From an optimization exercise on the open Yosys and OpenROAD flow, aimed at small area, a short achievable clock period and few clock cycles per item; shortcuts taken in it are not production practice.
In this exercise RTL edits were held to simulation tests only and were not proved equivalent to the original.

--- design/flow/constraint.sdc ---
create_clock -name core_clock -period 12.0 [get_ports {clk}]
set_input_delay 2.4000 -clock core_clock [delete_from_list [all_inputs] [get_ports {clk}]]
set_output_delay 2.4000 -clock core_clock [all_outputs]
set_load 0.01 [all_outputs]
--- design/flow/design.v ---
module qnt_quantizer (
    input  wire        clk,
    input  wire        rst,
    input  wire        cmd_valid,
    output wire        cmd_ready,
    input  wire [63:0] cmd_word,
    output wire        rsp_valid,
    input  wire        rsp_ready,
    output wire [63:0] rsp_word
);
  reg go;             
  reg s1_v, s2_v, s3_v;
  reg o_v, k_v;       
  wire incoming = go & s3_v;
  wire o_en     = ~o_v | rsp_ready;
  wire k_v_nx   = o_en ? (k_v & incoming) : (k_v | incoming);
  assign cmd_ready = go;
  assign rsp_valid = o_v;
  always @(posedge clk) begin
    if (rst) begin
      go   <= 1'b1;
      s1_v <= 1'b0;
      s2_v <= 1'b0;
      s3_v <= 1'b0;
      o_v  <= 1'b0;
      k_v  <= 1'b0;
    end else begin
      go  <= ~k_v_nx;
      k_v <= k_v_nx;
      if (o_en) o_v <= k_v | incoming;
      if (go) begin
        s1_v <= cmd_valid;
        s2_v <= s1_v;
        s3_v <= s2_v;
      end
    end
  end
  wire [7:0] op   = cmd_word[63:56];
  wire       is30 = (op == 8'h30);
  wire       is31 = (op == 8'h31);
  wire       qok  = is30 && (cmd_word[55:32] == 24'd0);
  wire       pok  = is31 && (cmd_word[55:8] == 48'd0);
  reg        s1_qnt, s1_pal, s1_ref, s1_oth, s1_31;
  reg  [7:0] s1_r, s1_g, s1_b;    
  reg  [9:0] s1_s;                
  always @(posedge clk) begin
    if (go) begin
      s1_qnt <= qok & cmd_word[7];
      s1_pal <= pok;
      s1_ref <= ~(qok | pok);
      s1_oth <= ~(is30 | is31);
      s1_31  <= is31;
      s1_r   <= cmd_word[31:24] | (cmd_word[7:0] & {8{op[0]}});
      s1_g   <= (is30 | is31) ? cmd_word[23:16] : op;
      s1_b   <= cmd_word[15:8];
      s1_s   <= cmd_word[31:24] + cmd_word[23:16] + cmd_word[15:8];
    end
  end
  wire t1 = (s1_s[9] | (s1_s[8] | (s1_s[7] | (s1_s[6] | (s1_s[5] | (s1_s[4] & (s1_s[3] | (s1_s[2] | (s1_s[1] | s1_s[0])))))))));
  wire t2 = (s1_s[9] | (s1_s[8] | (s1_s[7] | (s1_s[6] | (s1_s[5] & (s1_s[4] & (s1_s[3] | (s1_s[2] | s1_s[1]))))))));
  wire t3 = (s1_s[9] | (s1_s[8] | (s1_s[7] | (s1_s[6] & (s1_s[5] | (s1_s[4] & (s1_s[3] | (s1_s[2] | (s1_s[1] & s1_s[0])))))))));
  wire t4 = (s1_s[9] | (s1_s[8] | (s1_s[7] | (s1_s[6] & (s1_s[5] & (s1_s[4] & (s1_s[3] | s1_s[2])))))));
  wire t5 = (s1_s[9] | (s1_s[8] | (s1_s[7] & (s1_s[6] | (s1_s[5] | (s1_s[4] & (s1_s[3] | (s1_s[2] & (s1_s[1] | s1_s[0])))))))));
  wire t6 = (s1_s[9] | (s1_s[8] | (s1_s[7] & (s1_s[6] | (s1_s[5] & (s1_s[4] & s1_s[3]))))));
  wire t7 = (s1_s[9] | (s1_s[8] | (s1_s[7] & (s1_s[6] & (s1_s[5] | (s1_s[4] & (s1_s[3] & (s1_s[2] | s1_s[1]))))))));
  wire t8 = (s1_s[9] | (s1_s[8] | (s1_s[7] & (s1_s[6] & (s1_s[5] & (s1_s[4] & (s1_s[3] & (s1_s[2] | (s1_s[1] & s1_s[0])))))))));
  wire t9 = (s1_s[9] | (s1_s[8] & (s1_s[7] | (s1_s[6] | (s1_s[5] | (s1_s[4] & (s1_s[3] & s1_s[2])))))));
  wire t10 = (s1_s[9] | (s1_s[8] & (s1_s[7] | (s1_s[6] | (s1_s[5] & (s1_s[4] & (s1_s[3] & (s1_s[2] & (s1_s[1] | s1_s[0])))))))));
  wire t11 = (s1_s[9] | (s1_s[8] & (s1_s[7] | (s1_s[6] & (s1_s[5] | (s1_s[4] & (s1_s[3] & (s1_s[2] & s1_s[1]))))))));
  wire t12 = (s1_s[9] | (s1_s[8] & (s1_s[7] | (s1_s[6] & (s1_s[5] & (s1_s[4] & (s1_s[3] & (s1_s[2] & (s1_s[1] & s1_s[0])))))))));
  wire t13 = (s1_s[9] | (s1_s[8] & (s1_s[7] & (s1_s[6] | s1_s[5]))));
  wire t14 = (s1_s[9] | (s1_s[8] & (s1_s[7] & (s1_s[6] & (s1_s[5] | (s1_s[4] | (s1_s[3] | (s1_s[2] | (s1_s[1] | s1_s[0])))))))));
  wire t15 = (s1_s[9] | (s1_s[8] & (s1_s[7] & (s1_s[6] & (s1_s[5] & (s1_s[4] | (s1_s[3] | (s1_s[2] | s1_s[1]))))))));
  wire t16 = (s1_s[9] & (s1_s[8] | (s1_s[7] | (s1_s[6] | (s1_s[5] | (s1_s[4] | (s1_s[3] | (s1_s[2] | (s1_s[1] & s1_s[0])))))))));
  wire t17 = (s1_s[9] & (s1_s[8] | (s1_s[7] | (s1_s[6] | (s1_s[5] & (s1_s[4] | (s1_s[3] | s1_s[2])))))));
  wire t18 = (s1_s[9] & (s1_s[8] | (s1_s[7] | (s1_s[6] & (s1_s[5] | (s1_s[4] | (s1_s[3] | (s1_s[2] & (s1_s[1] & s1_s[0])))))))));
  wire t19 = (s1_s[9] & (s1_s[8] | (s1_s[7] | (s1_s[6] & (s1_s[5] & (s1_s[4] | (s1_s[3] & (s1_s[2] | (s1_s[1] | s1_s[0])))))))));
  wire t20 = (s1_s[9] & (s1_s[8] | (s1_s[7] & (s1_s[6] | (s1_s[5] | (s1_s[4] | (s1_s[3] & (s1_s[2] | s1_s[1]))))))));
  wire t21 = (s1_s[9] & (s1_s[8] | (s1_s[7] & (s1_s[6] | (s1_s[5] & (s1_s[4] | (s1_s[3] & (s1_s[2] | (s1_s[1] & s1_s[0])))))))));
  wire t22 = (s1_s[9] & (s1_s[8] | (s1_s[7] & (s1_s[6] & (s1_s[5] | (s1_s[4] | (s1_s[3] & s1_s[2])))))));
  wire t23 = (s1_s[9] & (s1_s[8] | (s1_s[7] & (s1_s[6] & (s1_s[5] & (s1_s[4] | (s1_s[3] & (s1_s[2] & (s1_s[1] | s1_s[0])))))))));
  wire t0 = 1'b1;
  wire t24 = 1'b0;
  wire oh0 = t0 & ~t1;
  wire oh1 = t1 & ~t2;
  wire oh2 = t2 & ~t3;
  wire oh3 = t3 & ~t4;
  wire oh4 = t4 & ~t5;
  wire oh5 = t5 & ~t6;
  wire oh6 = t6 & ~t7;
  wire oh7 = t7 & ~t8;
  wire oh8 = t8 & ~t9;
  wire oh9 = t9 & ~t10;
  wire oh10 = t10 & ~t11;
  wire oh11 = t11 & ~t12;
  wire oh12 = t12 & ~t13;
  wire oh13 = t13 & ~t14;
  wire oh14 = t14 & ~t15;
  wire oh15 = t15 & ~t16;
  wire oh16 = t16 & ~t17;
  wire oh17 = t17 & ~t18;
  wire oh18 = t18 & ~t19;
  wire oh19 = t19 & ~t20;
  wire oh20 = t20 & ~t21;
  wire oh21 = t21 & ~t22;
  wire oh22 = t22 & ~t23;
  wire oh23 = t23 & ~t24;
  wire [7:0] gv = {(oh12 | oh13 | oh14 | oh15 | oh16 | oh17 | oh18 | oh19 | oh20 | oh21 | oh22 | oh23), (oh6 | oh7 | oh8 | oh9 | oh10 | oh11 | oh18 | oh19 | oh20 | oh21 | oh22 | oh23), (oh3 | oh4 | oh5 | oh9 | oh10 | oh11 | oh15 | oh16 | oh17 | oh21 | oh22 | oh23), (oh2 | oh5 | oh8 | oh11 | oh13 | oh14 | oh16 | oh17 | oh19 | oh20 | oh22 | oh23), (oh1 | oh4 | oh7 | oh8 | oh10 | oh11 | oh14 | oh17 | oh18 | oh20 | oh21 | oh23), (oh2 | oh4 | oh5 | oh7 | oh9 | oh10 | oh12 | oh15 | oh17 | oh20 | oh22 | oh23), (oh1 | oh2 | oh5 | oh6 | oh7 | oh10 | oh11 | oh14 | oh15 | oh19 | oh20 | oh23), (oh1 | oh3 | oh5 | oh6 | oh8 | oh10 | oh12 | oh14 | oh16 | oh19 | oh21 | oh23)};    
  wire [4:0] gn = {(oh16 | oh17 | oh18 | oh19 | oh20 | oh21 | oh22 | oh23), (oh8 | oh9 | oh10 | oh11 | oh12 | oh13 | oh14 | oh15), (oh4 | oh5 | oh6 | oh7 | oh12 | oh13 | oh14 | oh15 | oh20 | oh21 | oh22 | oh23), (oh2 | oh3 | oh6 | oh7 | oh10 | oh11 | oh14 | oh15 | oh18 | oh19 | oh22 | oh23), (oh1 | oh3 | oh5 | oh7 | oh9 | oh11 | oh13 | oh15 | oh17 | oh19 | oh21 | oh23)};    
  function [7:0] offs;    
    input [7:0] c;
    input [7:0] gl;
    reg [6:0] m;
    reg [4:0] dh;
    begin
      m  = c[6:0] - gl[6:0];
      dh = {1'b0, c[7:4]} - {1'b0, gl[7:4]};
      offs = {(dh[4] ? (dh >= 5'd29) : (dh <= 5'd3)), m[6], m[5:0] ^ {6{m[6]}}};
    end
  endfunction
  wire [7:0] mr = offs(s1_r, gv);
  wire [7:0] mg = offs(s1_g, gv);
  wire [7:0] mb = offs(s1_b, gv);
  wire r_ge1 = (s1_r[7] | (s1_r[6] | (s1_r[5] | (s1_r[4] & (s1_r[3] & (s1_r[2] | s1_r[1]))))));
  wire r_ge2 = (s1_r[7] | (s1_r[6] & (s1_r[5] | (s1_r[4] | (s1_r[3] & (s1_r[2] & (s1_r[1] | s1_r[0])))))));
  wire r_ge3 = s1_r[7];
  wire r_ge4 = (s1_r[7] & (s1_r[6] | (s1_r[5] & (s1_r[4] & (s1_r[3] | (s1_r[2] | (s1_r[1] & s1_r[0])))))));
  wire r_ge5 = (s1_r[7] & (s1_r[6] & (s1_r[5] & (s1_r[4] | (s1_r[3] | (s1_r[2] & s1_r[1]))))));
  wire [2:0] kr = {r_ge4, r_ge2 & ~r_ge4, (r_ge1 & ~r_ge2) | (r_ge3 & ~r_ge4) | r_ge5};
  wire g_ge1 = (s1_g[7] | (s1_g[6] | (s1_g[5] | (s1_g[4] & (s1_g[3] & (s1_g[2] | s1_g[1]))))));
  wire g_ge2 = (s1_g[7] | (s1_g[6] & (s1_g[5] | (s1_g[4] | (s1_g[3] & (s1_g[2] & (s1_g[1] | s1_g[0])))))));
  wire g_ge3 = s1_g[7];
  wire g_ge4 = (s1_g[7] & (s1_g[6] | (s1_g[5] & (s1_g[4] & (s1_g[3] | (s1_g[2] | (s1_g[1] & s1_g[0])))))));
  wire g_ge5 = (s1_g[7] & (s1_g[6] & (s1_g[5] & (s1_g[4] | (s1_g[3] | (s1_g[2] & s1_g[1]))))));
  wire [2:0] kg = {g_ge4, g_ge2 & ~g_ge4, (g_ge1 & ~g_ge2) | (g_ge3 & ~g_ge4) | g_ge5};
  wire b_ge1 = (s1_b[7] | (s1_b[6] | (s1_b[5] | (s1_b[4] & (s1_b[3] & (s1_b[2] | s1_b[1]))))));
  wire b_ge2 = (s1_b[7] | (s1_b[6] & (s1_b[5] | (s1_b[4] | (s1_b[3] & (s1_b[2] & (s1_b[1] | s1_b[0])))))));
  wire b_ge3 = s1_b[7];
  wire b_ge4 = (s1_b[7] & (s1_b[6] | (s1_b[5] & (s1_b[4] & (s1_b[3] | (s1_b[2] | (s1_b[1] & s1_b[0])))))));
  wire b_ge5 = (s1_b[7] & (s1_b[6] & (s1_b[5] & (s1_b[4] | (s1_b[3] | (s1_b[2] & s1_b[1]))))));
  wire [2:0] kb = {b_ge4, b_ge2 & ~b_ge4, (b_ge1 & ~b_ge2) | (b_ge3 & ~b_ge4) | b_ge5};
  function [5:0] m51;    
    input [2:0] k;
    begin
      case (k)
        3'd1: m51 = 6'd51;
        3'd2: m51 = 6'd38;
        3'd3: m51 = 6'd25;
        3'd4: m51 = 6'd12;
        3'd5: m51 = 6'd63;
        default: m51 = 6'd0;
      endcase
    end
  endfunction
  wire [5:0] er = s1_r[5:0] - m51(kr);    
  wire [5:0] eg = s1_g[5:0] - m51(kg);
  wire [5:0] eb = s1_b[5:0] - m51(kb);
  wire [7:0] cube_idx = 8'd1 + 8'd36 * kr + 8'd6 * kg + kb;
  wire [7:0] pi  = s1_r;
  wire p1 = pi >= 8'd37;
  wire p2 = pi >= 8'd73;
  wire p3 = pi >= 8'd109;
  wire p4 = pi >= 8'd145;
  wire p5 = pi >= 8'd181;
  wire [5:0] pcj = p5 ? 6'd11 : p4 ? 6'd47 : p3 ? 6'd19 : p2 ? 6'd55 : p1 ? 6'd27 : 6'd63;
  wire [5:0] pj  = pi[5:0] + pcj;
  wire [3:0] ptr = {p3, (p2 & ~p3) | p4, (p1 & ~p3) | p5, (p1 & ~p2) | (p3 & ~p4) | p5};    
  wire pcube = (pi != 8'd0) && (pi <= 8'd216);
  wire pgrey = (pi >= 8'd217) && (pi <= 8'd240);
  reg        s2_qnt, s2_pal, s2_ref, s2_oth, s2_31;
  reg  [7:0] s2_mr, s2_mg, s2_mb;
  reg  [17:0] s2_e;        
  reg  [4:0] s2_n;
  reg  [7:0] s2_idx;       
  always @(posedge clk) begin
    if (go) begin
      s2_qnt <= s1_qnt;
      s2_pal <= s1_pal;
      s2_ref <= s1_ref;
      s2_oth <= s1_oth;
      s2_31  <= s1_31;
      s2_mr  <= mr;
      s2_mg  <= mg;
      s2_mb  <= mb;
      s2_e   <= s1_pal ? {6'd0, pcube, pgrey, ptr, pj} : {er, eg, eb};
      s2_n   <= gn;
      s2_idx <= s1_pal ? s1_r : s1_oth ? s1_g : cube_idx;
    end
  end
  wire [5:0] ur = s2_mr[5:0];
  wire [5:0] ug = s2_mg[5:0];
  wire [5:0] ub = s2_mb[5:0];
  wire near = s2_mr[7] & s2_mg[7] & s2_mb[7];
  wire [5:0] er2 = s2_e[17:12];
  wire [5:0] eg2 = s2_e[11:6];
  wire [5:0] eb2 = s2_e[5:0];
  wire [4:0] ar = er2[4:0] ^ {5{er2[5]}};
  wire [4:0] ag = eg2[4:0] ^ {5{eg2[5]}};
  wire [4:0] ab = eb2[4:0] ^ {5{eb2[5]}};
  reg [7:0] ptgb;    
  always @(*) begin
    case (s2_e[5:0])
      6'd0: ptgb = 8'h00;
      6'd1: ptgb = 8'h03;
      6'd2: ptgb = 8'h06;
      6'd3: ptgb = 8'h09;
      6'd4: ptgb = 8'h0c;
      6'd5: ptgb = 8'h0f;
      6'd6: ptgb = 8'h30;
      6'd7: ptgb = 8'h33;
      6'd8: ptgb = 8'h36;
      6'd9: ptgb = 8'h39;
      6'd10: ptgb = 8'h3c;
      6'd11: ptgb = 8'h3f;
      6'd12: ptgb = 8'h60;
      6'd13: ptgb = 8'h63;
      6'd14: ptgb = 8'h66;
      6'd15: ptgb = 8'h69;
      6'd16: ptgb = 8'h6c;
      6'd17: ptgb = 8'h6f;
      6'd18: ptgb = 8'h90;
      6'd19: ptgb = 8'h93;
      6'd20: ptgb = 8'h96;
      6'd21: ptgb = 8'h99;
      6'd22: ptgb = 8'h9c;
      6'd23: ptgb = 8'h9f;
      6'd24: ptgb = 8'hc0;
      6'd25: ptgb = 8'hc3;
      6'd26: ptgb = 8'hc6;
      6'd27: ptgb = 8'hc9;
      6'd28: ptgb = 8'hcc;
      6'd29: ptgb = 8'hcf;
      6'd30: ptgb = 8'hf0;
      6'd31: ptgb = 8'hf3;
      6'd32: ptgb = 8'hf6;
      6'd33: ptgb = 8'hf9;
      6'd34: ptgb = 8'hfc;
      6'd35: ptgb = 8'hff;
      default: ptgb = 8'h00;
    endcase
  end
  wire [13:0] ppal = {s2_e[11:6], ptgb};    
  wire fs1 = (ar[0] & ar[3]) ^ (ar[1] & ar[2]) ^ ar[2];
  wire fc2 = ((ar[0] & ar[3]) & (ar[1] & ar[2])) | ((ar[0] & ar[3]) & ar[2]) | ((ar[1] & ar[2]) & ar[2]);
  wire fs3 = (er2[5] & ar[3]) ^ (ag[0] & ag[3]) ^ (ag[1] & ag[2]);
  wire fc4 = ((er2[5] & ar[3]) & (ag[0] & ag[3])) | ((er2[5] & ar[3]) & (ag[1] & ag[2])) | ((ag[0] & ag[3]) & (ag[1] & ag[2]));
  wire fs5 = ag[2] ^ (eg2[5] & ag[3]) ^ (ab[0] & ab[3]);
  wire fc6 = (ag[2] & (eg2[5] & ag[3])) | (ag[2] & (ab[0] & ab[3])) | ((eg2[5] & ag[3]) & (ab[0] & ab[3]));
  wire fs7 = (ar[0] & ar[4]) ^ (ar[1] & ar[3]) ^ (er2[5] & ar[4]);
  wire fc8 = ((ar[0] & ar[4]) & (ar[1] & ar[3])) | ((ar[0] & ar[4]) & (er2[5] & ar[4])) | ((ar[1] & ar[3]) & (er2[5] & ar[4]));
  wire hs9 = (ag[0] & ag[4]) ^ (ag[1] & ag[3]);
  wire hc10 = (ag[0] & ag[4]) & (ag[1] & ag[3]);
  wire fs11 = (ar[1] & ar[4]) ^ (ar[2] & ar[3]) ^ ar[3];
  wire fc12 = ((ar[1] & ar[4]) & (ar[2] & ar[3])) | ((ar[1] & ar[4]) & ar[3]) | ((ar[2] & ar[3]) & ar[3]);
  wire fs13 = (ag[1] & ag[4]) ^ (ag[2] & ag[3]) ^ ag[3];
  wire fc14 = ((ag[1] & ag[4]) & (ag[2] & ag[3])) | ((ag[1] & ag[4]) & ag[3]) | ((ag[2] & ag[3]) & ag[3]);
  wire fs15 = (ab[1] & ab[4]) ^ (ab[2] & ab[3]) ^ ab[3];
  wire fc16 = ((ab[1] & ab[4]) & (ab[2] & ab[3])) | ((ab[1] & ab[4]) & ab[3]) | ((ab[2] & ab[3]) & ab[3]);
  wire fs17 = ~(ur[0] & ur[5]) ^ ~(ur[1] & ur[4]) ^ ~(ur[2] & ur[3]);
  wire fc18 = (~(ur[0] & ur[5]) & ~(ur[1] & ur[4])) | (~(ur[0] & ur[5]) & ~(ur[2] & ur[3])) | (~(ur[1] & ur[4]) & ~(ur[2] & ur[3]));
  wire fs19 = (ar[0] & ar[1]) ^ ar[1] ^ (er2[5] & ar[1]);
  wire fc20 = ((ar[0] & ar[1]) & ar[1]) | ((ar[0] & ar[1]) & (er2[5] & ar[1])) | (ar[1] & (er2[5] & ar[1]));
  wire fs21 = (ag[0] & ag[1]) ^ ag[1] ^ (eg2[5] & ag[1]);
  wire fc22 = ((ag[0] & ag[1]) & ag[1]) | ((ag[0] & ag[1]) & (eg2[5] & ag[1])) | (ag[1] & (eg2[5] & ag[1]));
  wire fs23 = (ab[0] & ab[1]) ^ ab[1] ^ (eb2[5] & ab[1]);
  wire fc24 = ((ab[0] & ab[1]) & ab[1]) | ((ab[0] & ab[1]) & (eb2[5] & ab[1])) | (ab[1] & (eb2[5] & ab[1]));
  wire fs25 = (ar[0] & ar[2]) ^ (er2[5] & ar[2]) ^ (ag[0] & ag[2]);
  wire fc26 = ((ar[0] & ar[2]) & (er2[5] & ar[2])) | ((ar[0] & ar[2]) & (ag[0] & ag[2])) | ((er2[5] & ar[2]) & (ag[0] & ag[2]));
  wire hs27 = (eg2[5] & ag[2]) ^ (ab[0] & ab[2]);
  wire hc28 = (eg2[5] & ag[2]) & (ab[0] & ab[2]);
  wire fs29 = (ab[1] & ab[2]) ^ ab[2] ^ (eb2[5] & ab[3]);
  wire fc30 = ((ab[1] & ab[2]) & ab[2]) | ((ab[1] & ab[2]) & (eb2[5] & ab[3])) | (ab[2] & (eb2[5] & ab[3]));
  wire fs31 = ~(ur[0] & ur[3]) ^ ~(ur[1] & ur[2]) ^ ~ur[2];
  wire fc32 = (~(ur[0] & ur[3]) & ~(ur[1] & ur[2])) | (~(ur[0] & ur[3]) & ~ur[2]) | (~(ur[1] & ur[2]) & ~ur[2]);
  wire fs33 = ~(s2_mr[6] & ur[3]) ^ ~(ug[0] & ug[3]) ^ ~(ug[1] & ug[2]);
  wire fc34 = (~(s2_mr[6] & ur[3]) & ~(ug[0] & ug[3])) | (~(s2_mr[6] & ur[3]) & ~(ug[1] & ug[2])) | (~(ug[0] & ug[3]) & ~(ug[1] & ug[2]));
  wire fs35 = ~ug[2] ^ ~(s2_mg[6] & ug[3]) ^ ~(ub[0] & ub[3]);
  wire fc36 = (~ug[2] & ~(s2_mg[6] & ug[3])) | (~ug[2] & ~(ub[0] & ub[3])) | (~(s2_mg[6] & ug[3]) & ~(ub[0] & ub[3]));
  wire fs37 = (eg2[5] & ag[4]) ^ (ab[0] & ab[4]) ^ (ab[1] & ab[3]);
  wire fc38 = ((eg2[5] & ag[4]) & (ab[0] & ab[4])) | ((eg2[5] & ag[4]) & (ab[1] & ab[3])) | ((ab[0] & ab[4]) & (ab[1] & ab[3]));
  wire fs39 = (eb2[5] & ab[4]) ^ ~(ur[0] & ur[4]) ^ ~(ur[1] & ur[3]);
  wire fc40 = ((eb2[5] & ab[4]) & ~(ur[0] & ur[4])) | ((eb2[5] & ab[4]) & ~(ur[1] & ur[3])) | (~(ur[0] & ur[4]) & ~(ur[1] & ur[3]));
  wire fs41 = ~(s2_mr[6] & ur[4]) ^ ~(ug[0] & ug[4]) ^ ~(ug[1] & ug[3]);
  wire fc42 = (~(s2_mr[6] & ur[4]) & ~(ug[0] & ug[4])) | (~(s2_mr[6] & ur[4]) & ~(ug[1] & ug[3])) | (~(ug[0] & ug[4]) & ~(ug[1] & ug[3]));
  wire fs43 = ~(s2_mg[6] & ug[4]) ^ ~(ub[0] & ub[4]) ^ ~(ub[1] & ub[3]);
  wire fc44 = (~(s2_mg[6] & ug[4]) & ~(ub[0] & ub[4])) | (~(s2_mg[6] & ug[4]) & ~(ub[1] & ub[3])) | (~(ub[0] & ub[4]) & ~(ub[1] & ub[3]));
  wire fs45 = ~(s2_mb[6] & ub[4]) ^ 1'b1 ^ fc2;
  wire fc46 = (~(s2_mb[6] & ub[4]) & 1'b1) | (~(s2_mb[6] & ub[4]) & fc2) | (1'b1 & fc2);
  wire fs47 = ~ur[3] ^ ~(s2_mr[6] & ur[5]) ^ ~(ug[0] & ug[5]);
  wire fc48 = (~ur[3] & ~(s2_mr[6] & ur[5])) | (~ur[3] & ~(ug[0] & ug[5])) | (~(s2_mr[6] & ur[5]) & ~(ug[0] & ug[5]));
  wire fs49 = ~(ug[1] & ug[4]) ^ ~(ug[2] & ug[3]) ^ ~ug[3];
  wire fc50 = (~(ug[1] & ug[4]) & ~(ug[2] & ug[3])) | (~(ug[1] & ug[4]) & ~ug[3]) | (~(ug[2] & ug[3]) & ~ug[3]);
  wire fs51 = ~(s2_mg[6] & ug[5]) ^ ~(ub[0] & ub[5]) ^ ~(ub[1] & ub[4]);
  wire fc52 = (~(s2_mg[6] & ug[5]) & ~(ub[0] & ub[5])) | (~(s2_mg[6] & ug[5]) & ~(ub[1] & ub[4])) | (~(ub[0] & ub[5]) & ~(ub[1] & ub[4]));
  wire fs53 = ~(ub[2] & ub[3]) ^ ~ub[3] ^ ~(s2_mb[6] & ub[5]);
  wire fc54 = (~(ub[2] & ub[3]) & ~ub[3]) | (~(ub[2] & ub[3]) & ~(s2_mb[6] & ub[5])) | (~ub[3] & ~(s2_mb[6] & ub[5]));
  wire fs55 = 1'b1 ^ fc8 ^ hc10;
  wire fc56 = (1'b1 & fc8) | (1'b1 & hc10) | (fc8 & hc10);
  wire hs57 = fs11 ^ fs13;
  wire hc58 = fs11 & fs13;
  wire fs59 = (ar[2] & ar[4]) ^ (ag[2] & ag[4]) ^ (ab[2] & ab[4]);
  wire fc60 = ((ar[2] & ar[4]) & (ag[2] & ag[4])) | ((ar[2] & ar[4]) & (ab[2] & ab[4])) | ((ag[2] & ag[4]) & (ab[2] & ab[4]));
  wire fs61 = ~(ur[1] & ur[5]) ^ ~(ur[2] & ur[4]) ^ ~(ug[1] & ug[5]);
  wire fc62 = (~(ur[1] & ur[5]) & ~(ur[2] & ur[4])) | (~(ur[1] & ur[5]) & ~(ug[1] & ug[5])) | (~(ur[2] & ur[4]) & ~(ug[1] & ug[5]));
  wire fs63 = ~(ug[2] & ug[4]) ^ ~(ub[1] & ub[5]) ^ ~(ub[2] & ub[4]);
  wire fc64 = (~(ug[2] & ug[4]) & ~(ub[1] & ub[5])) | (~(ug[2] & ug[4]) & ~(ub[2] & ub[4])) | (~(ub[1] & ub[5]) & ~(ub[2] & ub[4]));
  wire hs65 = 1'b1 ^ fc12;
  wire hc66 = 1'b1 & fc12;
  wire fs67 = (ar[3] & ar[4]) ^ ar[4] ^ (ag[3] & ag[4]);
  wire fc68 = ((ar[3] & ar[4]) & ar[4]) | ((ar[3] & ar[4]) & (ag[3] & ag[4])) | (ar[4] & (ag[3] & ag[4]));
  wire fs69 = ag[4] ^ (ab[3] & ab[4]) ^ ab[4];
  wire fc70 = (ag[4] & (ab[3] & ab[4])) | (ag[4] & ab[4]) | ((ab[3] & ab[4]) & ab[4]);
  wire fs71 = ~(ur[2] & ur[5]) ^ ~(ur[3] & ur[4]) ^ ~ur[4];
  wire fc72 = (~(ur[2] & ur[5]) & ~(ur[3] & ur[4])) | (~(ur[2] & ur[5]) & ~ur[4]) | (~(ur[3] & ur[4]) & ~ur[4]);
  wire hs73 = ~(ug[2] & ug[5]) ^ ~(ug[3] & ug[4]);
  wire hc74 = ~(ug[2] & ug[5]) & ~(ug[3] & ug[4]);
  wire fs75 = ar[0] ^ er2[5] ^ ag[0];
  wire fc76 = (ar[0] & er2[5]) | (ar[0] & ag[0]) | (er2[5] & ag[0]);
  wire fs77 = eg2[5] ^ ab[0] ^ eb2[5];
  wire fc78 = (eg2[5] & ab[0]) | (eg2[5] & eb2[5]) | (ab[0] & eb2[5]);
  wire fs79 = ~(ur[0] & ur[1]) ^ ~ur[1] ^ ~(s2_mr[6] & ur[1]);
  wire fc80 = (~(ur[0] & ur[1]) & ~ur[1]) | (~(ur[0] & ur[1]) & ~(s2_mr[6] & ur[1])) | (~ur[1] & ~(s2_mr[6] & ur[1]));
  wire fs81 = ~(ug[0] & ug[1]) ^ ~ug[1] ^ ~(s2_mg[6] & ug[1]);
  wire fc82 = (~(ug[0] & ug[1]) & ~ug[1]) | (~(ug[0] & ug[1]) & ~(s2_mg[6] & ug[1])) | (~ug[1] & ~(s2_mg[6] & ug[1]));
  wire fs83 = (eb2[5] & ab[2]) ^ ~(ur[0] & ur[2]) ^ ~(s2_mr[6] & ur[2]);
  wire fc84 = ((eb2[5] & ab[2]) & ~(ur[0] & ur[2])) | ((eb2[5] & ab[2]) & ~(s2_mr[6] & ur[2])) | (~(ur[0] & ur[2]) & ~(s2_mr[6] & ur[2]));
  wire fs85 = ~(ug[0] & ug[2]) ^ ~(s2_mg[6] & ug[2]) ^ ~(ub[0] & ub[2]);
  wire fc86 = (~(ug[0] & ug[2]) & ~(s2_mg[6] & ug[2])) | (~(ug[0] & ug[2]) & ~(ub[0] & ub[2])) | (~(s2_mg[6] & ug[2]) & ~(ub[0] & ub[2]));
  wire fs87 = ~(s2_mb[6] & ub[2]) ^ 1'b1 ^ fc20;
  wire fc88 = (~(s2_mb[6] & ub[2]) & 1'b1) | (~(s2_mb[6] & ub[2]) & fc20) | (1'b1 & fc20);
  wire fs89 = ~(ub[1] & ub[2]) ^ ~ub[2] ^ ~(s2_mb[6] & ub[3]);
  wire fc90 = (~(ub[1] & ub[2]) & ~ub[2]) | (~(ub[1] & ub[2]) & ~(s2_mb[6] & ub[3])) | (~ub[2] & ~(s2_mb[6] & ub[3]));
  wire fs91 = 1'b1 ^ fs1 ^ fs3;
  wire fc92 = (1'b1 & fs1) | (1'b1 & fs3) | (fs1 & fs3);
  wire fs93 = fs5 ^ fc26 ^ hc28;
  wire fc94 = (fs5 & fc26) | (fs5 & hc28) | (fc26 & hc28);
  wire hs95 = fs29 ^ fs31;
  wire hc96 = fs29 & fs31;
  wire fs97 = fc4 ^ fc6 ^ fs7;
  wire fc98 = (fc4 & fc6) | (fc4 & fs7) | (fc6 & fs7);
  wire fs99 = hs9 ^ fc30 ^ fc32;
  wire fc100 = (hs9 & fc30) | (hs9 & fc32) | (fc30 & fc32);
  wire fs101 = fc34 ^ fc36 ^ fs37;
  wire fc102 = (fc34 & fc36) | (fc34 & fs37) | (fc36 & fs37);
  wire fs103 = fs39 ^ fs41 ^ fs43;
  wire fc104 = (fs39 & fs41) | (fs39 & fs43) | (fs41 & fs43);
  wire fs105 = fs15 ^ fs17 ^ fc38;
  wire fc106 = (fs15 & fs17) | (fs15 & fc38) | (fs17 & fc38);
  wire fs107 = fc40 ^ fc42 ^ fc44;
  wire fc108 = (fc40 & fc42) | (fc40 & fc44) | (fc42 & fc44);
  wire fs109 = fc46 ^ fs47 ^ fs49;
  wire fc110 = (fc46 & fs47) | (fc46 & fs49) | (fs47 & fs49);
  wire fs111 = fs51 ^ fs53 ^ fs55;
  wire fc112 = (fs51 & fs53) | (fs51 & fs55) | (fs53 & fs55);
  wire fs113 = fc14 ^ fc16 ^ fc18;
  wire fc114 = (fc14 & fc16) | (fc14 & fc18) | (fc16 & fc18);
  wire fs115 = fc48 ^ fc50 ^ fc52;
  wire fc116 = (fc48 & fc50) | (fc48 & fc52) | (fc50 & fc52);
  wire fs117 = fc54 ^ fc56 ^ hc58;
  wire fc118 = (fc54 & fc56) | (fc54 & hc58) | (fc56 & hc58);
  wire fs119 = fs59 ^ fs61 ^ fs63;
  wire fc120 = (fs59 & fs61) | (fs59 & fs63) | (fs61 & fs63);
  wire fs121 = ~ug[4] ^ ~(ub[2] & ub[5]) ^ ~(ub[3] & ub[4]);
  wire fc122 = (~ug[4] & ~(ub[2] & ub[5])) | (~ug[4] & ~(ub[3] & ub[4])) | (~(ub[2] & ub[5]) & ~(ub[3] & ub[4]));
  wire fs123 = ~ub[4] ^ 1'b1 ^ fc60;
  wire fc124 = (~ub[4] & 1'b1) | (~ub[4] & fc60) | (1'b1 & fc60);
  wire fs125 = fc62 ^ fc64 ^ hc66;
  wire fc126 = (fc62 & fc64) | (fc62 & hc66) | (fc64 & hc66);
  wire fs127 = fs67 ^ fs69 ^ fs71;
  wire fc128 = (fs67 & fs69) | (fs67 & fs71) | (fs69 & fs71);
  wire fs129 = ~(ur[3] & ur[5]) ^ ~(ug[3] & ug[5]) ^ ~(ub[3] & ub[5]);
  wire fc130 = (~(ur[3] & ur[5]) & ~(ug[3] & ug[5])) | (~(ur[3] & ur[5]) & ~(ub[3] & ub[5])) | (~(ug[3] & ug[5]) & ~(ub[3] & ub[5]));
  wire hs131 = 1'b1 ^ fc68;
  wire hc132 = 1'b1 & fc68;
  wire fs133 = ~ur[0] ^ ~s2_mr[6] ^ ~ug[0];
  wire fc134 = (~ur[0] & ~s2_mr[6]) | (~ur[0] & ~ug[0]) | (~s2_mr[6] & ~ug[0]);
  wire hs135 = ~s2_mg[6] ^ ~ub[0];
  wire hc136 = ~s2_mg[6] & ~ub[0];
  wire fs137 = (er2[5] & ar[0]) ^ (eg2[5] & ag[0]) ^ (eb2[5] & ab[0]);
  wire fc138 = ((er2[5] & ar[0]) & (eg2[5] & ag[0])) | ((er2[5] & ar[0]) & (eb2[5] & ab[0])) | ((eg2[5] & ag[0]) & (eb2[5] & ab[0]));
  wire fs139 = ~(s2_mr[6] & ur[0]) ^ ~(s2_mg[6] & ug[0]) ^ ~(s2_mb[6] & ub[0]);
  wire fc140 = (~(s2_mr[6] & ur[0]) & ~(s2_mg[6] & ug[0])) | (~(s2_mr[6] & ur[0]) & ~(s2_mb[6] & ub[0])) | (~(s2_mg[6] & ug[0]) & ~(s2_mb[6] & ub[0]));
  wire hs141 = 1'b1 ^ fc76;
  wire hc142 = 1'b1 & fc76;
  wire fs143 = ~(ub[0] & ub[1]) ^ ~ub[1] ^ ~(s2_mb[6] & ub[1]);
  wire fc144 = (~(ub[0] & ub[1]) & ~ub[1]) | (~(ub[0] & ub[1]) & ~(s2_mb[6] & ub[1])) | (~ub[1] & ~(s2_mb[6] & ub[1]));
  wire fs145 = 1'b1 ^ fs19 ^ fs21;
  wire fc146 = (1'b1 & fs19) | (1'b1 & fs21) | (fs19 & fs21);
  wire fs147 = fs23 ^ fs79 ^ fs81;
  wire fc148 = (fs23 & fs79) | (fs23 & fs81) | (fs79 & fs81);
  wire fs149 = fc22 ^ fc24 ^ fs25;
  wire fc150 = (fc22 & fc24) | (fc22 & fs25) | (fc24 & fs25);
  wire fs151 = hs27 ^ fc80 ^ fc82;
  wire fc152 = (hs27 & fc80) | (hs27 & fc82) | (fc80 & fc82);
  wire fs153 = fs83 ^ fs85 ^ fs87;
  wire fc154 = (fs83 & fs85) | (fs83 & fs87) | (fs85 & fs87);
  wire fs155 = fs33 ^ fs35 ^ fc84;
  wire fc156 = (fs33 & fs35) | (fs33 & fc84) | (fs35 & fc84);
  wire fs157 = fc86 ^ fc88 ^ fs89;
  wire fc158 = (fc86 & fc88) | (fc86 & fs89) | (fc88 & fs89);
  wire fs159 = fs91 ^ fs93 ^ hs95;
  wire fc160 = (fs91 & fs93) | (fs91 & hs95) | (fs93 & hs95);
  wire fs161 = fs45 ^ fc90 ^ fc92;
  wire fc162 = (fs45 & fc90) | (fs45 & fc92) | (fc90 & fc92);
  wire fs163 = fc94 ^ hc96 ^ fs97;
  wire fc164 = (fc94 & hc96) | (fc94 & fs97) | (hc96 & fs97);
  wire fs165 = fs99 ^ fs101 ^ fs103;
  wire fc166 = (fs99 & fs101) | (fs99 & fs103) | (fs101 & fs103);
  wire fs167 = hs57 ^ fc98 ^ fc100;
  wire fc168 = (hs57 & fc98) | (hs57 & fc100) | (fc98 & fc100);
  wire fs169 = fc102 ^ fc104 ^ fs105;
  wire fc170 = (fc102 & fc104) | (fc102 & fs105) | (fc104 & fs105);
  wire fs171 = fs107 ^ fs109 ^ fs111;
  wire fc172 = (fs107 & fs109) | (fs107 & fs111) | (fs109 & fs111);
  wire fs173 = hs65 ^ fc106 ^ fc108;
  wire fc174 = (hs65 & fc106) | (hs65 & fc108) | (fc106 & fc108);
  wire fs175 = fc110 ^ fc112 ^ fs113;
  wire fc176 = (fc110 & fc112) | (fc110 & fs113) | (fc112 & fs113);
  wire fs177 = fs115 ^ fs117 ^ fs119;
  wire fc178 = (fs115 & fs117) | (fs115 & fs119) | (fs117 & fs119);
  wire fs179 = hs73 ^ fc114 ^ fc116;
  wire fc180 = (hs73 & fc114) | (hs73 & fc116) | (fc114 & fc116);
  wire fs181 = fc118 ^ fc120 ^ fs121;
  wire fc182 = (fc118 & fc120) | (fc118 & fs121) | (fc120 & fs121);
  wire fs183 = fs123 ^ fs125 ^ fs127;
  wire fc184 = (fs123 & fs125) | (fs123 & fs127) | (fs125 & fs127);
  wire fs185 = fc70 ^ fc72 ^ hc74;
  wire fc186 = (fc70 & fc72) | (fc70 & hc74) | (fc72 & hc74);
  wire fs187 = fc122 ^ fc124 ^ fc126;
  wire fc188 = (fc122 & fc124) | (fc122 & fc126) | (fc124 & fc126);
  wire fs189 = fc128 ^ fs129 ^ hs131;
  wire fc190 = (fc128 & fs129) | (fc128 & hs131) | (fs129 & hs131);
  wire fs191 = ~(ur[4] & ur[5]) ^ ~ur[5] ^ ~(ug[4] & ug[5]);
  wire fc192 = (~(ur[4] & ur[5]) & ~ur[5]) | (~(ur[4] & ur[5]) & ~(ug[4] & ug[5])) | (~ur[5] & ~(ug[4] & ug[5]));
  wire fs193 = ~ug[5] ^ ~(ub[4] & ub[5]) ^ ~ub[5];
  wire fc194 = (~ug[5] & ~(ub[4] & ub[5])) | (~ug[5] & ~ub[5]) | (~(ub[4] & ub[5]) & ~ub[5]);
  wire fs195 = 1'b1 ^ fc130 ^ hc132;
  wire fc196 = (1'b1 & fc130) | (1'b1 & hc132) | (fc130 & hc132);
  wire fs197 = ~s2_mb[6] ^ 1'b1 ^ fs75;
  wire fc198 = (~s2_mb[6] & 1'b1) | (~s2_mb[6] & fs75) | (1'b1 & fs75);
  wire fs199 = fc78 ^ fc134 ^ hc136;
  wire fc200 = (fc78 & fc134) | (fc78 & hc136) | (fc134 & hc136);
  wire hs201 = fs137 ^ fs139;
  wire hc202 = fs137 & fs139;
  wire fs203 = fc138 ^ fc140 ^ hc142;
  wire fc204 = (fc138 & fc140) | (fc138 & hc142) | (fc140 & hc142);
  wire fs205 = fs143 ^ fs145 ^ fs147;
  wire fc206 = (fs143 & fs145) | (fs143 & fs147) | (fs145 & fs147);
  wire fs207 = fc144 ^ fc146 ^ fc148;
  wire fc208 = (fc144 & fc146) | (fc144 & fc148) | (fc146 & fc148);
  wire fs209 = fs149 ^ fs151 ^ fs153;
  wire fc210 = (fs149 & fs151) | (fs149 & fs153) | (fs151 & fs153);
  wire fs211 = fc150 ^ fc152 ^ fc154;
  wire fc212 = (fc150 & fc152) | (fc150 & fc154) | (fc152 & fc154);
  wire fs213 = fs155 ^ fs157 ^ fs159;
  wire fc214 = (fs155 & fs157) | (fs155 & fs159) | (fs157 & fs159);
  wire fs215 = fc156 ^ fc158 ^ fc160;
  wire fc216 = (fc156 & fc158) | (fc156 & fc160) | (fc158 & fc160);
  wire fs217 = fs161 ^ fs163 ^ fs165;
  wire fc218 = (fs161 & fs163) | (fs161 & fs165) | (fs163 & fs165);
  wire fs219 = fc162 ^ fc164 ^ fc166;
  wire fc220 = (fc162 & fc164) | (fc162 & fc166) | (fc164 & fc166);
  wire fs221 = fs167 ^ fs169 ^ fs171;
  wire fc222 = (fs167 & fs169) | (fs167 & fs171) | (fs169 & fs171);
  wire fs223 = fc168 ^ fc170 ^ fc172;
  wire fc224 = (fc168 & fc170) | (fc168 & fc172) | (fc170 & fc172);
  wire fs225 = fs173 ^ fs175 ^ fs177;
  wire fc226 = (fs173 & fs175) | (fs173 & fs177) | (fs175 & fs177);
  wire fs227 = fc174 ^ fc176 ^ fc178;
  wire fc228 = (fc174 & fc176) | (fc174 & fc178) | (fc176 & fc178);
  wire fs229 = fs179 ^ fs181 ^ fs183;
  wire fc230 = (fs179 & fs181) | (fs179 & fs183) | (fs181 & fs183);
  wire fs231 = fc180 ^ fc182 ^ fc184;
  wire fc232 = (fc180 & fc182) | (fc180 & fc184) | (fc182 & fc184);
  wire fs233 = fs185 ^ fs187 ^ fs189;
  wire fc234 = (fs185 & fs187) | (fs185 & fs189) | (fs187 & fs189);
  wire fs235 = fc186 ^ fc188 ^ fc190;
  wire fc236 = (fc186 & fc188) | (fc186 & fc190) | (fc188 & fc190);
  wire fs237 = fs191 ^ fs193 ^ fs195;
  wire fc238 = (fs191 & fs193) | (fs191 & fs195) | (fs193 & fs195);
  wire fs239 = 1'b1 ^ fc192 ^ fc194;
  wire fc240 = (1'b1 & fc192) | (1'b1 & fc194) | (fc192 & fc194);
  wire hs241 = fs77 ^ fs133;
  wire hc242 = fs77 & fs133;
  wire fs243 = hs141 ^ fc198 ^ fs199;
  wire fc244 = (hs141 & fc198) | (hs141 & fs199) | (fc198 & fs199);
  wire fs245 = fc200 ^ hc202 ^ fs203;
  wire fc246 = (fc200 & hc202) | (fc200 & fs203) | (hc202 & fs203);
  wire fs247 = fc204 ^ fc206 ^ fs207;
  wire fc248 = (fc204 & fc206) | (fc204 & fs207) | (fc206 & fs207);
  wire fs249 = fc208 ^ fc210 ^ fs211;
  wire fc250 = (fc208 & fc210) | (fc208 & fs211) | (fc210 & fs211);
  wire fs251 = fc212 ^ fc214 ^ fs215;
  wire fc252 = (fc212 & fc214) | (fc212 & fs215) | (fc214 & fs215);
  wire fs253 = fc216 ^ fc218 ^ fs219;
  wire fc254 = (fc216 & fc218) | (fc216 & fs219) | (fc218 & fs219);
  wire fs255 = fc220 ^ fc222 ^ fs223;
  wire fc256 = (fc220 & fc222) | (fc220 & fs223) | (fc222 & fs223);
  wire fs257 = fc224 ^ fc226 ^ fs227;
  wire fc258 = (fc224 & fc226) | (fc224 & fs227) | (fc226 & fs227);
  wire fs259 = fc228 ^ fc230 ^ fs231;
  wire fc260 = (fc228 & fc230) | (fc228 & fs231) | (fc230 & fs231);
  wire fs261 = fc232 ^ fc234 ^ fs235;
  wire fc262 = (fc232 & fc234) | (fc232 & fs235) | (fc234 & fs235);
  wire fs263 = fc196 ^ fc236 ^ fc238;
  wire fc264 = (fc196 & fc236) | (fc196 & fc238) | (fc236 & fc238);
  wire [38:0] tb = {1'b1, fc264, fc240, fs263, fc262, fs239, fs261, fc260, fs237, fs259, fc258, fs233, fs257, fc256, fs229, fs255, fc254, fs225, fs253, fc252, fs221, fs251, fc250, fs217, fs249, fc248, fs213, fs247, fc246, fs209, fs245, fc244, fs205, fs243, hc242, hs201, hs241, fs197, hs135};
  reg        s3_qnt, s3_pal, s3_ref, s3_oth, s3_31, s3_near;
  reg  [38:0] s3_t;        
  reg  [4:0] s3_n;
  reg  [7:0] s3_idx;
  always @(posedge clk) begin
    if (go) begin
      s3_qnt  <= s2_qnt;
      s3_pal  <= s2_pal;
      s3_ref  <= s2_ref;
      s3_oth  <= s2_oth;
      s3_31   <= s2_31;
      s3_near <= near;
      s3_n    <= s2_n;
      s3_idx  <= s2_idx;
      s3_t    <= s2_pal ? {25'd0, ppal} : tb;
    end
  end
  wire hs265 = s3_t[0] ^ s3_t[1];
  wire hc266 = s3_t[0] & s3_t[1];
  wire fs267 = s3_t[3] ^ s3_t[4] ^ s3_t[5];
  wire fc268 = (s3_t[3] & s3_t[4]) | (s3_t[3] & s3_t[5]) | (s3_t[4] & s3_t[5]);
  wire fs269 = s3_t[6] ^ s3_t[7] ^ s3_t[8];
  wire fc270 = (s3_t[6] & s3_t[7]) | (s3_t[6] & s3_t[8]) | (s3_t[7] & s3_t[8]);
  wire fs271 = s3_t[9] ^ s3_t[10] ^ s3_t[11];
  wire fc272 = (s3_t[9] & s3_t[10]) | (s3_t[9] & s3_t[11]) | (s3_t[10] & s3_t[11]);
  wire fs273 = s3_t[12] ^ s3_t[13] ^ s3_t[14];
  wire fc274 = (s3_t[12] & s3_t[13]) | (s3_t[12] & s3_t[14]) | (s3_t[13] & s3_t[14]);
  wire fs275 = s3_t[15] ^ s3_t[16] ^ s3_t[17];
  wire fc276 = (s3_t[15] & s3_t[16]) | (s3_t[15] & s3_t[17]) | (s3_t[16] & s3_t[17]);
  wire fs277 = s3_t[18] ^ s3_t[19] ^ s3_t[20];
  wire fc278 = (s3_t[18] & s3_t[19]) | (s3_t[18] & s3_t[20]) | (s3_t[19] & s3_t[20]);
  wire fs279 = s3_t[21] ^ s3_t[22] ^ s3_t[23];
  wire fc280 = (s3_t[21] & s3_t[22]) | (s3_t[21] & s3_t[23]) | (s3_t[22] & s3_t[23]);
  wire fs281 = s3_t[24] ^ s3_t[25] ^ s3_t[26];
  wire fc282 = (s3_t[24] & s3_t[25]) | (s3_t[24] & s3_t[26]) | (s3_t[25] & s3_t[26]);
  wire fs283 = s3_t[27] ^ s3_t[28] ^ s3_t[29];
  wire fc284 = (s3_t[27] & s3_t[28]) | (s3_t[27] & s3_t[29]) | (s3_t[28] & s3_t[29]);
  wire fs285 = s3_t[30] ^ s3_t[31] ^ s3_t[32];
  wire fc286 = (s3_t[30] & s3_t[31]) | (s3_t[30] & s3_t[32]) | (s3_t[31] & s3_t[32]);
  wire fs287 = s3_t[33] ^ s3_t[34] ^ s3_t[35];
  wire fc288 = (s3_t[33] & s3_t[34]) | (s3_t[33] & s3_t[35]) | (s3_t[34] & s3_t[35]);
  wire hs289 = s3_t[36] ^ s3_t[37];
  wire hc290 = s3_t[36] & s3_t[37];
  wire [14:0] fa = {s3_t[38], hc290, fc288, fc286, fc284, fc282, fc280, fc278, fc276, fc274, fc272, fc270, fc268, hc266, s3_t[2]};
  wire [14:0] fb = {1'b0, 1'b0, hs289, fs287, fs285, fs283, fs281, fs279, fs277, fs275, fs273, fs271, fs269, fs267, hs265};
  wire [14:0] fsum = fa + fb;    
  wire grey = s3_near & ~fsum[14];
  wire [7:0] q_idx = grey ? (8'd217 + {3'd0, s3_n}) : s3_idx;
  reg  [7:0] pv;    
  always @(*) begin
    case (s3_idx[4:0])
      5'd25: pv = 8'd0;
      5'd26: pv = 8'd11;
      5'd27: pv = 8'd22;
      5'd28: pv = 8'd33;
      5'd29: pv = 8'd44;
      5'd30: pv = 8'd55;
      5'd31: pv = 8'd67;
      5'd0: pv = 8'd78;
      5'd1: pv = 8'd89;
      5'd2: pv = 8'd100;
      5'd3: pv = 8'd111;
      5'd4: pv = 8'd122;
      5'd5: pv = 8'd133;
      5'd6: pv = 8'd144;
      5'd7: pv = 8'd155;
      5'd8: pv = 8'd166;
      5'd9: pv = 8'd177;
      5'd10: pv = 8'd188;
      5'd11: pv = 8'd200;
      5'd12: pv = 8'd211;
      5'd13: pv = 8'd222;
      5'd14: pv = 8'd233;
      5'd15: pv = 8'd244;
      5'd16: pv = 8'd255;
      default: pv = 8'd0;
    endcase
  end
  wire [1:0]  c_mode = s3_pal ? (s3_t[13] ? 2'd3 : s3_t[12] ? 2'd2 : 2'd0) : (s3_qnt ? 2'd1 : 2'd0);
  wire [11:0] c_x    = s3_pal ? (s3_t[13] ? s3_t[11:0] : {4'd0, pv}) : {4'd0, s3_qnt ? q_idx : s3_idx};
  wire [16:0] c_rsp  = {c_mode, c_x, s3_ref, s3_oth, s3_31};
  reg  [16:0] k_d;
  reg  [7:0]  o_op;
  reg         o_ref;
  reg  [23:0] o_pay;
  wire [16:0] n_rsp = k_v ? k_d : c_rsp;
  wire [1:0]  n_mode = n_rsp[16:15];
  wire [11:0] n_x    = n_rsp[14:3];
  always @(posedge clk) begin
    if (incoming) k_d <= c_rsp;
    if (o_en) begin
      o_op  <= n_rsp[1] ? n_x[7:0] : {7'h18, n_rsp[0]};
      o_ref <= n_rsp[2];
      o_pay <= (n_mode == 2'd3) ? {n_x[11:8], n_x[11:8], n_x[7:4], n_x[7:4], n_x[3:0], n_x[3:0]} :
               (n_mode == 2'd2) ? {n_x[7:0], n_x[7:0], n_x[7:0]} :
               (n_mode == 2'd1) ? {16'd0, n_x[7:0]} : 24'd0;
    end
  end
  assign rsp_word = {o_op, 3'd0, o_ref, 28'd0, o_pay};
endmodule
--- design/flow/config.mk ---
export PLATFORM = sky130hd
export DESIGN_NAME = qnt_quantizer
export DESIGN_NICKNAME = qnt_quantizer
export VERILOG_FILES = /design/flow/design.v
export SDC_FILE = /design/flow/constraint.sdc
export NUM_CORES = 4
export LEC_CHECK = 0
export CAP_MARGIN = 20
export CORE_MARGIN = 2
export CORE_UTILIZATION = 40
export SLEW_MARGIN = 20
export SYNTH_MEMORY_MAX_BITS = 16384
--- design/flow/run.sh ---
#!/bin/bash
# synth_recipe.tcl (not shown) runs the flow's synth.tcl, then flattens the netlist and writes it again
# the make line also repeats each setting of config.mk as NAME=value (left out here)
make -C /OpenROAD-flow-scripts/flow DESIGN_CONFIG=/design/flow/config.mk WORK_HOME=/design/flow/orfs CLKGATE_MAP_FILE= SYNTH_SCRIPT=/design/flow/synth_recipe.tcl finish
==> flow_summary.toml <==
[timing]
rsz0062_at_grt = "no"
fin_ws_ns = 7.33
slew_headroom_pct = 27.8
clock.fmax_ghz = 0.214
setup_tns_ns = 0
fin_crit_sh_pct = 38.9
worstMarginPinSlew_ns = 1.05
period_minus_slack_ns = 4.67
finClkSkew_ns = 0.0231
final_max_slew_viol_count = 0
setup_viol = 0
final_hold_viol_count = 0

[clock_tree]
h-tree-depth = 1
cts_tree = "built"
cts-buffers-inserted = 27
clockBufferDepth = 3
cts.sinks = 229
clock-root-buffer = "clkbuf_16"
cts_resized = 0
clkLatencyLatePin_ns = 0.56
clk_pin_slew_ns = 0.06
postCtsSetupRepairBufs = 0
hold_buffers = 0

[outcome]
status = "timing/DRC/antenna clean"

[synth]
synth_cell_types = 86
synth_area_leaders = "edfxtp_1 34%, fa_1 14%, ha_1 9.0%"
synth_flop_cell = "edfxtp_1"
yosysMostFrequentCell = "edfxtp_1"
syn-cell-area_um2 = 18100
synth-seq-area-share_pct = 36.7
ys_warn_count = 1
yosysTopAreaCell = "edfxtp_1"
ys_ff_latch = 229
synth_top_area_share_pct = 34.3
synth_edf_count = 207
synth_area_per_cell_um2 = 10.4
async_reset_ff_share_pct = 0
synth.top_cells.by_count = "207 x edfxtp_1, 203 x inv_1, 131 x ha_1"
netlist_instances = 1739

[drt]
wl_per_cell_um = 17.7
route.detailed.drc = 0
firstDrtPassIters = 5
final_antenna_net_count = 0
viasPerCell = 5.16
drt_iter0_drc = 816
wirelength_um = 43500
vias = 12700

[worst_setup_path]
r2r_cells = 14
cp-end-kind = "flip-flop"
crit_required_ns = 12.44
path_max_fanout = 10
start_kind = "flip-flop"
path_class = "reg2reg"
arrival_ns = 5.10
r2r-end = "ptgb[1]"
rr_startpoint = "s1_r[1]"
r2r_slack_ns = 7.33

[min_path]
hp-start = "s1_qnt"
hold_path_class = "reg2reg"
min_to = "s2_qnt"
worstHoldPathCells = 0

[finish]
fillerInstances = 4243
nets = 2154
diodes = 0
drive_gt1_share_pct = 6.37
syn_to_final_growth_pct = 13.3

[flow_run]
drv_cap = 0

[placement]
dp_hpwl_um = 34900
portBuffers = 102
routabilityCongestion = 0.886
place_ws_ns = 6.80

[global_route]
busiest_layer = "met2"
grt_first_pass_wirelength_um = 68900
grt_pass1_vias = 12700
grtUsageMet1_pct = 25.2
antenna_found_initial = 0
grt_overflow = 0
grt_util_met3_pct = 2.75
grt_use_total_pct = 18.7
grt_max_degree = 77
grtUsageMet2_pct = 30.8

[die]
coreArea_um2 = 45100
ios = 134
die_w_um = 217
initial_utilization_pct = 40.2
num_rows = 78
die_y_um = 217
dieArea_um2 = 47100
## flip-flops by register name, indices dropped and copies added (netlist names), 10 cells and up
signal  count
k_d        17
s3_t       39
s2_e       18
o_pay      24
s1_s       10
## through the flow
stage                     cell area (µm²)  hold WS, ns  util, %  cells
final                               20500        0.417     45.6   2451
after CTS                           20500        0.417     45.5   2451
after detailed placement            19700        0.405     43.6   2401
after global routing                20500        0.434     45.6   2451
after floorplan                     18300        0.400        -   1770
after global placement              19700        0.404     43.6   2401
## per-layer routing
| metal | routed length [µm] | up-vias |
|---|---|---|
| met5 | 0 | - |
| li1 | - | 6147 |
| met1 | 19700 | 6114 |
| met2 | 20300 | 328 |
| met4 | 1430 | 0 |
| met3 | 2030 | 67 |
## kinds of logic (layout without fill, tap and decap cells)
kind of cell,count (synthesis),count (layout),synth area share (%)
compound gates,332,332,11.8
xor+xnor,91,91,4.40
fa+ha+maj,258,258,22.9
buf+inv,282,363,6.58
flops,229,229,36.7
mux,71,71,4.21
other cells,1,32,0.0207
simple gates,475,475,13.3
## how the worst max path moves through the flow
stage                      startpoint   endpoint  slack (ns)  cells past startpoint
after CTS                     s1_s[6]   s2_mg[1]        7.37                     15
after global routing          s1_s[3]   s2_mg[3]        7.02                     14
final                         s1_r[1]    ptgb[1]        7.33                     14
after floorplan                    go  cmd_ready        5.81                      0
after detailed placement  cmd_word[8]    s1_s[7]        6.80                     13
after global placement    cmd_word[8]    s1_s[7]        6.86                     13
## worst max-delay path, cell delays in order, from the launching register on
cell       delay (ns)
edfxtp_1         0.65
inv_1            0.26
ha_1             0.35
nor3b_4          0.22
a221oi_2         0.36
nor2_1           0.12
a211oi_4         0.33
ha_1             0.33
o21a_1           0.14
o21ai_1          0.17
a21oi_1          0.12
or4_1            0.72
nor3_1           0.34
a2111oi_0        0.12
o32ai_1          0.33
## layout by cell type (no fill, tap or decap), types with 8 or more instances in the layout
cell / instances
a211oi_1: 13
o21ai_0: 77
nand4_1: 15
o21bai_1: 12
clkbuf_1: 8
nand2b_1: 24
o31ai_1: 8
edfxtp_1: 207
xor2_1: 30
a21o_1: 35
conb_1: 32
nand3_1: 20
ha_1: 131
clkbuf_16: 27
mux2i_1: 34
mux2_2: 32
and2_1: 39
a31oi_1: 11
dfxtp_1: 21
nor2b_1: 44
xnor2_1: 61
a21oi_1: 95
nor4_1: 13
nor3_1: 23
and3_1: 13
or3_1: 8
clkdlybuf4s50_1: 102
nand2_1: 115
o211ai_1: 10
fa_1: 125
inv_1: 202
nor2_1: 129
o21a_1: 11
## cell type report
type	instances	area (µm²)	share of cell area, %
Clock buffer	36	719	3.50
Clock inverter	14	161	0.786
Inverter	204	766	3.73
Multi-Input combinational cell	1259	10400	50.7
Sequential cell	229	6660	32.4
Tap cell	600	751	3.66
Timing Repair Buffer	109	1070	5.23
Testbench counts, summed over its fixed seeds: cycles 2,592, items 2,560.

afterwards: timing with drivers on the ports:
Ports are ideal in the flow. The routed layout listed here was re-timed in OpenROAD. Step 1, drivers: a clkbuf_16 drives clk and a buf_2 each remaining input, both assumed. Step 2, shift: input delay + t, output delay - t, t = (earliest + latest rising clock arrival at the registers) / 2. This alone moves slack from input paths to output paths. Slacks: ideal / step 1 / step 2; pairs: ideal / step 1.
t (ns): 0.605
setup slack, ns: 7.335 / 7.335 / 6.795
clock arrival spread, ns: 0.024 / 0.024
slew at the worst register clock pin (ns): 0.07 / 0.07
worst slew at a driven data input, ns: 0.06
After both steps this run still meets setup and hold. The setup slack of this run moves by 0.000 ns with the drivers and by -0.540 ns with both steps.
